This design comes from an exercise in tuning for small area and few clock cycles on the open sky130 flow, not from production work.
Function was checked by simulation only, so behaviour that the tests miss may differ from the original.
Power and IR drop assume default switching activity.

## flow/run.sh

```bash
#!/bin/bash
# synth_recipe.tcl (not shown) runs the flow's synth.tcl, then flattens the netlist and writes it again
# the make line also repeats each setting of config.mk as NAME=value (left out here)
make -C /OpenROAD-flow-scripts/flow DESIGN_CONFIG=/design/flow/config.mk WORK_HOME=/design/flow/orfs CLKGATE_MAP_FILE= SYNTH_SCRIPT=/design/flow/synth_recipe.tcl finish
```

## flow/config.mk

```make
export PLATFORM = sky130hd
export DESIGN_NAME = pff_raster
export DESIGN_NICKNAME = pff_raster
export VERILOG_FILES = /design/flow/design.v
export SDC_FILE = /design/flow/constraint.sdc
export NUM_CORES = 4
export LEC_CHECK = 0
export CAP_MARGIN = 20
export CORE_MARGIN = 2
export CORE_UTILIZATION = 40
export PLACE_DENSITY = 0.6
export SLEW_MARGIN = 20
```

## flow/constraint.sdc

```tcl
create_clock -name core_clock -period 11.0 [get_ports {clk}]
set_input_delay 2.2000 -clock core_clock [delete_from_list [all_inputs] [get_ports {clk}]]
set_output_delay 2.2000 -clock core_clock [all_outputs]
set_load 0.01 [all_outputs]
```

## flow/design.v

```verilog
module pff_raster (
    input  wire        clk,
    input  wire        rst,
    input  wire        cmd_valid,
    input  wire [31:0] cmd_data,
    output wire        cmd_ready,
    output wire        tok_valid,
    output wire        tok_cmd,
    output wire [7:0]  tok_byte,
    output wire        tok_last,
    input  wire        tok_ready,
    input  wire        err_clear,
    output wire        err,
    output wire [3:0]  err_code,
    output wire [31:0] err_cmd
);
    localparam S_HDR = 3'd0, S_W1 = 3'd1, S_W2 = 3'd2, S_SET = 3'd3,
               S_EMIT = 3'd4, S_ERR = 3'd5;
    reg [2:0]  state;
    reg [1:0]  ph;           
    reg [3:0]  seq;          
    reg [31:0] hdr;
    reg [1:0]  ecode;        
    reg [15:0] gx, gy;       
    reg [15:0] fw, fh;       
    reg        gz;           
    reg [15:0] X, Y, X1, Y1;
    reg [16:0] XB, YB;       
    reg [17:0] E;            
    reg [15:0] CA, CB;       
    reg [2:0]  k;            
    reg [1:0]  redge;         
    reg        ok0, fx, fy, lastf, cdone, cbad;
    wire [3:0] ty  = {hdr[28], hdr[26:24]};
    wire t_geom    = (ty == 4'b0001);
    wire t_pixel   = (ty == 4'b1000);
    wire t_fill    = (ty == 4'b1001);
    wire t_line    = (ty == 4'b1010);
    wire t_rect    = (ty == 4'b1011);
    wire t_circ    = (ty == 4'b1100);
    wire filled    = hdr[16];
    wire fillmode  = t_fill | ((t_rect | t_circ) & filled);   
    wire rowsmode  = t_fill | (t_rect & filled);              
    wire [7:0] in_op = cmd_data[31:24];
    reg        in_legal;
    always @(*) begin
        case (in_op)
            8'h00, 8'h01: in_legal = (cmd_data[23:0]  == 24'd0);
            8'h10, 8'h11, 8'h12: in_legal = (cmd_data[23:16] == 8'd0);
            8'h13, 8'h14: in_legal = (cmd_data[23:17] == 7'd0);
            default: in_legal = 1'b0;
        endcase
    end
    assign cmd_ready = (state == S_HDR) || (state == S_W1) || (state == S_W2);
    wire take = cmd_valid && cmd_ready;
    assign err = (state == S_ERR);
    assign err_code = err ? ((ecode == 2'd0) ? 4'd2 : (ecode == 2'd1) ? 4'd4 : 4'd5) : 4'd0;
    assign err_cmd  = err ? hdr : 32'd0;
    wire set_fill = (state == S_SET) && t_fill;
    wire a_fw     = set_fill && (ph == 2'd0);
    wire a_zero   = set_fill && (ph != 2'd0);
    wire b_ones   = (state == S_W1) && t_geom;
    wire [15:0] iax = a_fw ? fw : a_zero ? 16'd0 : cmd_data[15:0];
    wire [15:0] iay = a_fw ? fh : a_zero ? 16'd0 : cmd_data[31:16];
    wire        sax = !a_fw && !a_zero && cmd_data[15];
    wire        say = !a_fw && !a_zero && cmd_data[31];
    wire [15:0] ibx = b_ones ? 16'hFFFF : gx;
    wire [15:0] iby = b_ones ? 16'hFFFF : gy;
    wire [16:0] ix  = {1'b0, iax} + {1'b0, ibx};
    wire [16:0] iy  = {1'b0, iay} + {1'b0, iby};
    wire okx = (ix[16] == sax);
    wire oky = (iy[16] == say);
    wire [15:0] ingX = ix[15:0];
    wire [15:0] ingY = iy[15:0];
    wire [16:0] dX = {1'b0, ingX} - {1'b0, X};
    wire [16:0] dY = {1'b0, ingY} - {1'b0, Y};
    wire decx = t_line && XB[16];
    wire decy = t_line && YB[16];
    wire [15:0] Xpm = decx ? X - 16'd1 : X + 16'd1;
    wire [15:0] Ypm = decy ? Y - 16'd1 : Y + 16'd1;
    wire eqx = (X == X1);
    wire eqy = (Y == Y1);
    reg  [19:0] le_a, le_b;
    reg         le_c;
    wire [19:0] dxs = {{3{XB[16]}}, XB};
    wire [19:0] dys = {{3{YB[16]}}, YB};
    wire        nx = XB[16], ny = YB[16];
    always @(*) begin
        le_a = {{2{E[17]}}, E};
        le_b = dxs ^ {20{nx}};
        le_c = nx;
        case (seq)
            4'd5: begin le_a = {E[17], E, 1'b0}; le_b = dys ^ {20{ny}};  le_c = ny;  end   
            4'd6: begin le_a = {E[17], E, 1'b0}; le_b = dxs ^ {20{~nx}}; le_c = ~nx; end   
            4'd7: begin le_b = dys ^ {20{~ny}}; le_c = ~ny; end                             
            default: ;                                                                      
        endcase
        if (state == S_SET) begin
            if (ph == 2'd0) le_a = 20'd0;                                                   
            else begin le_b = dys ^ {20{~ny}}; le_c = ~ny; end                              
        end
    end
    wire [19:0] le_s = le_a + le_b + {19'd0, le_c};
    reg        c_by, c_offb, c_neg;
    always @(*) begin
        c_by = 1'b0; c_offb = 1'b0; c_neg = 1'b0;
        if (state == S_SET) begin
            c_by = ph[1]; c_neg = ph[0];
        end else begin
            case (seq)
                4'd0: begin
                    if (filled) begin c_offb = k[1]; c_neg = 1'b1; end
                    else begin
                        c_offb = (k == 3'd1) || (k == 3'd2) || (k == 3'd5) || (k == 3'd6);
                        c_neg  = (k == 3'd2) || (k == 3'd3) || (k == 3'd4) || (k == 3'd5);
                    end
                end
                4'd1: begin c_offb = k[1]; end
                default: begin
                    c_by = 1'b1;
                    if (filled) begin c_offb = ~k[1]; c_neg = k[0]; end
                    else begin
                        c_offb = !((k == 3'd1) || (k == 3'd2) || (k == 3'd5) || (k == 3'd6));
                        c_neg  = k[2];
                    end
                end
            endcase
        end
    end
    wire [15:0] c_base = c_by ? YB[15:0] : XB[15:0];
    wire [15:0] c_off  = c_offb ? CB : CA;
    wire [16:0] c_sum  = {1'b0, c_base} + {1'b0, c_off ^ {16{c_neg}}} + {16'd0, c_neg};
    wire        c_bad  = c_neg ? !c_sum[16] : c_sum[16];
    wire [15:0]        cy_n   = CB + 16'd1;
    wire signed [17:0] ce_a   = $signed(E) + $signed({1'b0, cy_n, 1'b1});
    wire signed [18:0] ce_t   = $signed({ce_a[17], ce_a}) - $signed({3'b0, CA});
    wire               c_dec  = !ce_t[18];
    wire [15:0]        cx_n   = c_dec ? CA - 16'd1 : CA;
    wire signed [17:0] ce_n   = c_dec ? ce_a + 18'sd1 - $signed({1'b0, cx_n, 1'b0}) : ce_a;
    wire               c_fin  = ($signed({1'b0, CA}) - $signed({16'd0, c_dec})) < $signed({1'b0, cy_n});
    wire               c_kend = filled ? (k[1:0] == 2'd3) : (k == 3'd7);
    wire [15:0] wx1 = fillmode ? X1 : X;
    wire [15:0] wy1 = rowsmode ? Y1 : Y;
    reg  [7:0]  tb;
    reg         tc, tl;
    always @(*) begin
        tc = 1'b0; tl = 1'b0; tb = 8'h00;
        case (seq)
            4'd0:  begin tc = 1'b1; tb = 8'h2A; tl = 1'b1; end
            4'd1:  tb = X[15:8];
            4'd2:  tb = X[7:0];
            4'd3:  tb = wx1[15:8];
            4'd4:  begin tb = wx1[7:0]; tl = 1'b1; end
            4'd5:  begin tc = 1'b1; tb = 8'h2B; tl = 1'b1; end
            4'd6:  tb = Y[15:8];
            4'd7:  tb = Y[7:0];
            4'd8:  tb = wy1[15:8];
            4'd9:  begin tb = wy1[7:0]; tl = 1'b1; end
            4'd10: begin tc = 1'b1; tb = 8'h2C; tl = 1'b1; end
            4'd11: tb = hdr[15:8];
            default: begin tb = hdr[7:0]; tl = !fillmode || eqx; end
        endcase
    end
    assign tok_valid = (state == S_EMIT);
    assign tok_cmd   = tc;
    assign tok_byte  = tb;
    assign tok_last  = tl;
    wire acc      = (state == S_EMIT) && tok_ready;
    wire row_more = fillmode && !eqx;
    wire rows_more = rowsmode && !eqy;
    wire rect_end = acc && (seq == 4'd12) && !row_more && !rows_more;
    always @(posedge clk) begin
        if (rst) begin
            state <= S_HDR;
            gx <= 16'd0; gy <= 16'd0;
            gz <= 1'b1;
        end else begin
            case (state)
                S_HDR: if (take) begin
                    hdr <= cmd_data;
                    ph  <= 2'd0;
                    seq <= 4'd0;
                    if (!in_legal) begin
                        ecode <= 2'd0; state <= S_ERR;
                    end else if (in_op == 8'h00) begin
                        state <= S_HDR;
                    end else if (in_op == 8'h11) begin
                        if (gz) begin ecode <= 2'd1; state <= S_ERR; end
                        else state <= S_SET;
                    end else
                        state <= S_W1;
                end
                S_W1: if (take) begin
                    if (t_geom) begin
                        fw <= ingX; fh <= ingY;
                        gz <= !ix[16] || !iy[16];
                        state <= S_W2;
                    end else begin
                        X <= ingX; Y <= ingY;
                        XB <= {1'b0, ingX}; YB <= {1'b0, ingY};
                        ok0 <= okx && oky;
                        if (t_pixel) begin
                            if (okx && oky) state <= S_EMIT;
                            else begin ecode <= 2'd2; state <= S_ERR; end
                        end else
                            state <= S_W2;
                    end
                end
                S_W2: if (take) begin
                    if (t_geom) begin
                        gx <= cmd_data[15:0]; gy <= cmd_data[31:16];
                        state <= S_HDR;
                    end else if (t_circ) begin
                        CA <= cmd_data[15:0]; CB <= 16'd0; E <= 18'd0; k <= 3'd0;
                        cbad <= 1'b0;
                        if (cmd_data[31:16] != 16'd0) begin ecode <= 2'd0; state <= S_ERR; end
                        else if (!ok0) begin ecode <= 2'd2; state <= S_ERR; end
                        else state <= S_SET;
                    end else if (!(ok0 && okx && oky)) begin
                        ecode <= 2'd2; state <= S_ERR;
                    end else if (t_line) begin
                        X1 <= ingX; Y1 <= ingY;
                        XB <= dX; YB <= dY;
                        state <= S_SET;
                    end else begin    
                        redge <= 2'd0;
                        if (dX[16]) begin X <= ingX; XB <= {1'b0, ingX}; X1 <= X; end
                        else X1 <= ingX;
                        if (dY[16]) begin Y <= ingY; YB <= {1'b0, ingY}; Y1 <= Y; end
                        else Y1 <= ingY;
                        state <= S_EMIT;
                    end
                end
                S_SET: begin
                    ph <= ph + 2'd1;
                    if (t_fill) begin
                        if (ph == 2'd0) begin
                            X1 <= ingX; Y1 <= ingY;
                            if (!(okx && oky)) begin ecode <= 2'd2; state <= S_ERR; end
                        end else begin
                            X <= ingX; Y <= ingY; XB <= {1'b0, ingX};
                            state <= S_EMIT;
                        end
                    end else if (t_line) begin
                        E <= le_s[17:0];
                        if (ph == 2'd1) state <= S_EMIT;
                    end else begin    
                        if (c_bad || cbad) cbad <= 1'b1;
                        if (ph == 2'd3) begin
                            if (c_bad || cbad) begin ecode <= 2'd2; state <= S_ERR; end
                            else state <= S_EMIT;
                        end
                    end
                end
                S_EMIT: if (tok_ready) begin
                    if (seq != 4'd12) seq <= seq + 4'd1;
                    else if (row_more || rows_more) seq <= 4'd11;
                    else seq <= 4'd0;
                    if (seq == 4'd12) begin
                        if (row_more) X <= Xpm;
                        else if (rows_more) begin
                            X <= XB[15:0]; Y <= Ypm;
                        end
                    end
                    if (t_line) begin
                        case (seq)
                            4'd5: begin lastf <= eqx && eqy; fx <= !le_s[19] && (le_s != 20'd0); end
                            4'd6: fy <= le_s[19];
                            4'd7: if (fx) begin E <= le_s[17:0]; X <= Xpm; end
                            4'd8: if (fy) E <= le_s[17:0];
                            4'd10: if (fy) Y <= Ypm;
                            default: ;
                        endcase
                    end
                    if (t_rect && !filled) begin
                        case (seq)
                            4'd5: lastf <= redge[1] ? eqy : eqx;
                            4'd7: begin
                                if (!lastf) begin
                                    if (!redge[1]) X <= Xpm;
                                end else if (redge == 2'd2) X <= X1;
                                else X <= XB[15:0];
                            end
                            4'd10: begin
                                if (!lastf) begin
                                    if (redge[1]) Y <= Ypm;
                                end else if (redge == 2'd0) Y <= Y1;
                                else Y <= YB[15:0];
                            end
                            default: ;
                        endcase
                    end
                    if (t_circ) begin
                        case (seq)
                            4'd0: X <= c_sum[15:0];
                            4'd1: X1 <= c_sum[15:0];
                            4'd5: Y <= c_sum[15:0];
                            4'd7: if (c_kend) begin
                                CA <= cx_n; CB <= cy_n; E <= ce_n; cdone <= c_fin;
                            end
                            default: ;
                        endcase
                    end
                    if (rect_end) begin
                        k <= c_kend ? 3'd0 : k + 3'd1;
                        if (t_rect && !filled && lastf) redge <= redge + 2'd1;
                        if (t_pixel || fillmode && !t_circ ||
                            t_line && lastf ||
                            t_rect && lastf && (redge == 2'd3) ||
                            t_circ && c_kend && cdone)
                            state <= S_HDR;
                    end
                end
                S_ERR: if (err_clear) state <= S_HDR;
                default: state <= S_HDR;
            endcase
        end
    end
endmodule
```

==> out/results.tsv <==
metric	value	unit
yosys_warnings	1	
ctsResizeCount	0	
end_kind	register	
ioPinCount	86	
num-nets-final	3304	
avgRoutedWirePerCell	27.0	um
pre_cts_ws	2430	ps
synth_ff_type	edfxtp_1	
mostFrequentLayoutCell	nand2_1	
fmax	0.120	GHz
gr-total-overflow	0	
hpwl	80.9	mm
clock_sinks	267	
drive_above_1_share	6.87	%
syn_area	25400	um^2
final.setup.tns	0	ps
setup_ws	2670	ps
clock_path_buffers	3	
wirelength	105	mm
arrival	8630	ps
crit_path_top_delay_cell	edfxtp_1	
drc_errors	0	
utilization	45.4	%
worstPathMaxFanout	28	
p_switching	2.72	mW
ir_drop	0.000158	V
antenna_found_initial	4	
avgSynthCellArea	8.52	um^2
switching_share	46.7	%
crit_type	register to register	
dieArea	65600	um^2
grt_pass1_vias	23500	
powerDensity	204	nW/um^2
clockPowerShare	21.6	%
die_y	256	um
finalMaxSlewViolations	0	
ys_seq_area_share	30.1	%
fin_worst_skew	43.1	ps
root_buffer	clkbuf_16	
cap_violations	0	
relSlewSlack	20.5	%
finalCritPeriodShare	75.7	%
yosys.area.top_type	edfxtp_1	
rsz0062_at_grt	no	
p_int	3.11	mW
p_total	5.83	mW
port_buffers	84	
hold_path.class	register to register	
grt_first_pass_wirelength	155	mm
cts_buffers	36	
ant_nets	0	
routed_via_density	6.22	
insertion_delay	600	ps
p_leak	11.5	nW
ctsHoldBuffers	0	
mostFrequentLayoutCells	nand2_1 (322), a21oi_1 (257), edfxtp_1 (231)	
hold_viol_final	0	
setup_violations	0	
cpPeakStageDelay	640	ps
drt_iter0_drc	2549	
coreArea	63000	um^2
period_minus_slack	8330	ps
rows	92	
worst_slew_pin_slew	1190	ps
clk_pin_slew	60	ps
synthToLayoutAreaGrowth	12.4	%
yosysUniqueCellTypes	96	
status	complete, no violations	
seq_power_share	26.2	%
htreeDepth	2	
start_util	40.4	%
grt_use_total	31.4	%
cts_tree	done	
holdWs	444	ps
async_reset_ff_share	0	%
ys_seq_elements	267	
synth-edff-count	231	
yosysTopAreaCellShare	27.3	%
die_w	256	um
synth_area_leaders	edfxtp_1 (27%), ha_1 (11%), xnor2_1 (5.3%), a21oi_1 (5.1%), nand2_1 (4.8%)	
pwr-share-comb	52.2	%
gp_congestion	1.02	
dr.pass1.iters	6	
setup.worst_path.start_class	register	
syn_nets	3260	
grt_max_degree	56	
syn_inst	2986	
postCtsSetupRepairBufs	0	
critical_path_required	11300	ps
vias	24300	
## critical path: cells and delay by family, from the launching register on
kind	cells	cell delay, ps
compound gates	17	3690
fa+ha+maj	5	1640
xor+xnor	4	920
flops	1	640
simple gates	6	610
buf+inv	2	530
## cell usage after synthesis, drive strengths merged, types with 7 or more instances
cell type / instances
a211oi: 20
a21boi: 15
a21o: 54
a21oi: 262
a221oi: 30
a222oi: 7
a22o: 33
a22oi: 38
a31o: 7
a31oi: 25
and2: 45
and3: 18
buf: 26
clkbuf: 114
dfxtp: 36
edfxtp: 231
fa: 11
ha: 226
inv: 161
mux2: 36
mux2i: 77
nand2: 324
nand2b: 65
nand3: 56
nand4: 27
nor2: 232
nor2b: 36
nor3: 49
nor3b: 7
nor4: 23
o211ai: 28
o21a: 25
o21ai: 191
o21bai: 19
o221ai: 25
o22ai: 34
o31ai: 13
or2: 11
or3: 9
xnor2: 155
xor2: 91
## power groups by stage
stage	sequential, mW	combinational, mW	clock [mW]
4_1_cts	1.52	2.96	1.27
3_3_place_gp	1.54	2.89	0
5_1_grt	1.53	3.26	1.30
3_5_place_dp	1.54	2.94	0
2_1_floorplan	1.39	1.98	0
6_report	1.53	3.04	1.26
## cell type report
cell class / count / area [um^2]
sequential: 267 / 7660
clock inverter: 16 / 199
inverter: 163 / 612
timing repair buffer: 146 / 1310
multi-input combinational: 2416 / 16700
tap: 846 / 1060
clock buffer: 50 / 1040
antenna: 1 / 2.50
fill: 6187 / 34400
## sequential cells by signal, indices dropped and copies added (netlist names), 3 cells and up, named ones only
name and count:
CB 16, hdr 32, XB 17, fw 16, X 16, state 3, gy 16, CA 15
YB 17, Y1 16, X1 16, Y 16, fh 16, k 3, E 18, seq 4
gx 16
## final timing paths
check         start     end  slack (ps)  depth (start not counted)
max           CB[0]   E[17]        2670                         34
min          gy[13]  gy[13]         440                          2
max reg2reg   CB[0]   E[17]        2670                         34
min reg2reg  gy[13]  gy[13]         440                          2
## kinds of logic (layout without fill, tap and decap cells)
family / after synthesis / count (layout) / synth area share (%)
AOI/OAI and AO/OA: 893 / 893 / 23.0
buffers and inverters: 303 / 375 / 4.59
xor gates and xnor gates: 246 / 246 / 8.47
and+or+nand+nor: 926 / 926 / 17.2
adders and majority gates: 237 / 237 / 12.0
other: 1 / 2 / 0.0147
DFF: 267 / 267 / 30.1
muxes: 113 / 113 / 4.67
## metrics by stage
step / std cells / cell area [um^2]
floorplan: 2986 / 25400
global placement: 3836 / 27300
detailed placement: 3836 / 27300
CTS: 3902 / 28600
global route: 3904 / 28600
finish: 3905 / 28600
## metal layers
| metal | track usage, % | share of wire, % | wire length (um) | vias up |
|---|---|---|---|---|
| li1 | - | - | - | 11100 |
| met1 | 38.7 | 39 | 41000 | 11700 |
| met2 | 49.5 | 45 | 47000 | 1227 |
| met3 | 7.25 | 9.1 | 9630 | 328 |
| met4 | 19.6 | 7.3 | 7680 | 8 |
| met5 | 0 | 0.045 | 47 | - |
Testbench counts, summed over its fixed seeds: cycles 491,708.

port drivers added, routing unchanged:
No port has a modelled driver above. Below, the same layout with a new extraction and two added sets of constraints.
Step 1 (the two cells are an assumption about what drives the block):
set clk [get_ports {clk}]
set_driving_cell -lib_cell sky130_fd_sc_hd__clkbuf_16 $clk
set_driving_cell -lib_cell sky130_fd_sc_hd__buf_2 [delete_from_list [all_inputs] $clk]
Step 2 also shifts input and output timing later by t, the mid clock arrival at the registers, as if the neighbouring blocks saw the same clock.
Slacks: ideal / step 1 / step 2; pairs: ideal / step 1.
t (ns): 0.635
setup WS [ns]: 2.670 / 2.670 / 2.607
worst slew at a driven data input, ns: 0.14
pins driven straight from the clock port: 1
After both steps setup and hold are still met in this run. For this run, drivers alone change the setup slack by 0.000 ns; drivers and shift together by -0.063 ns.
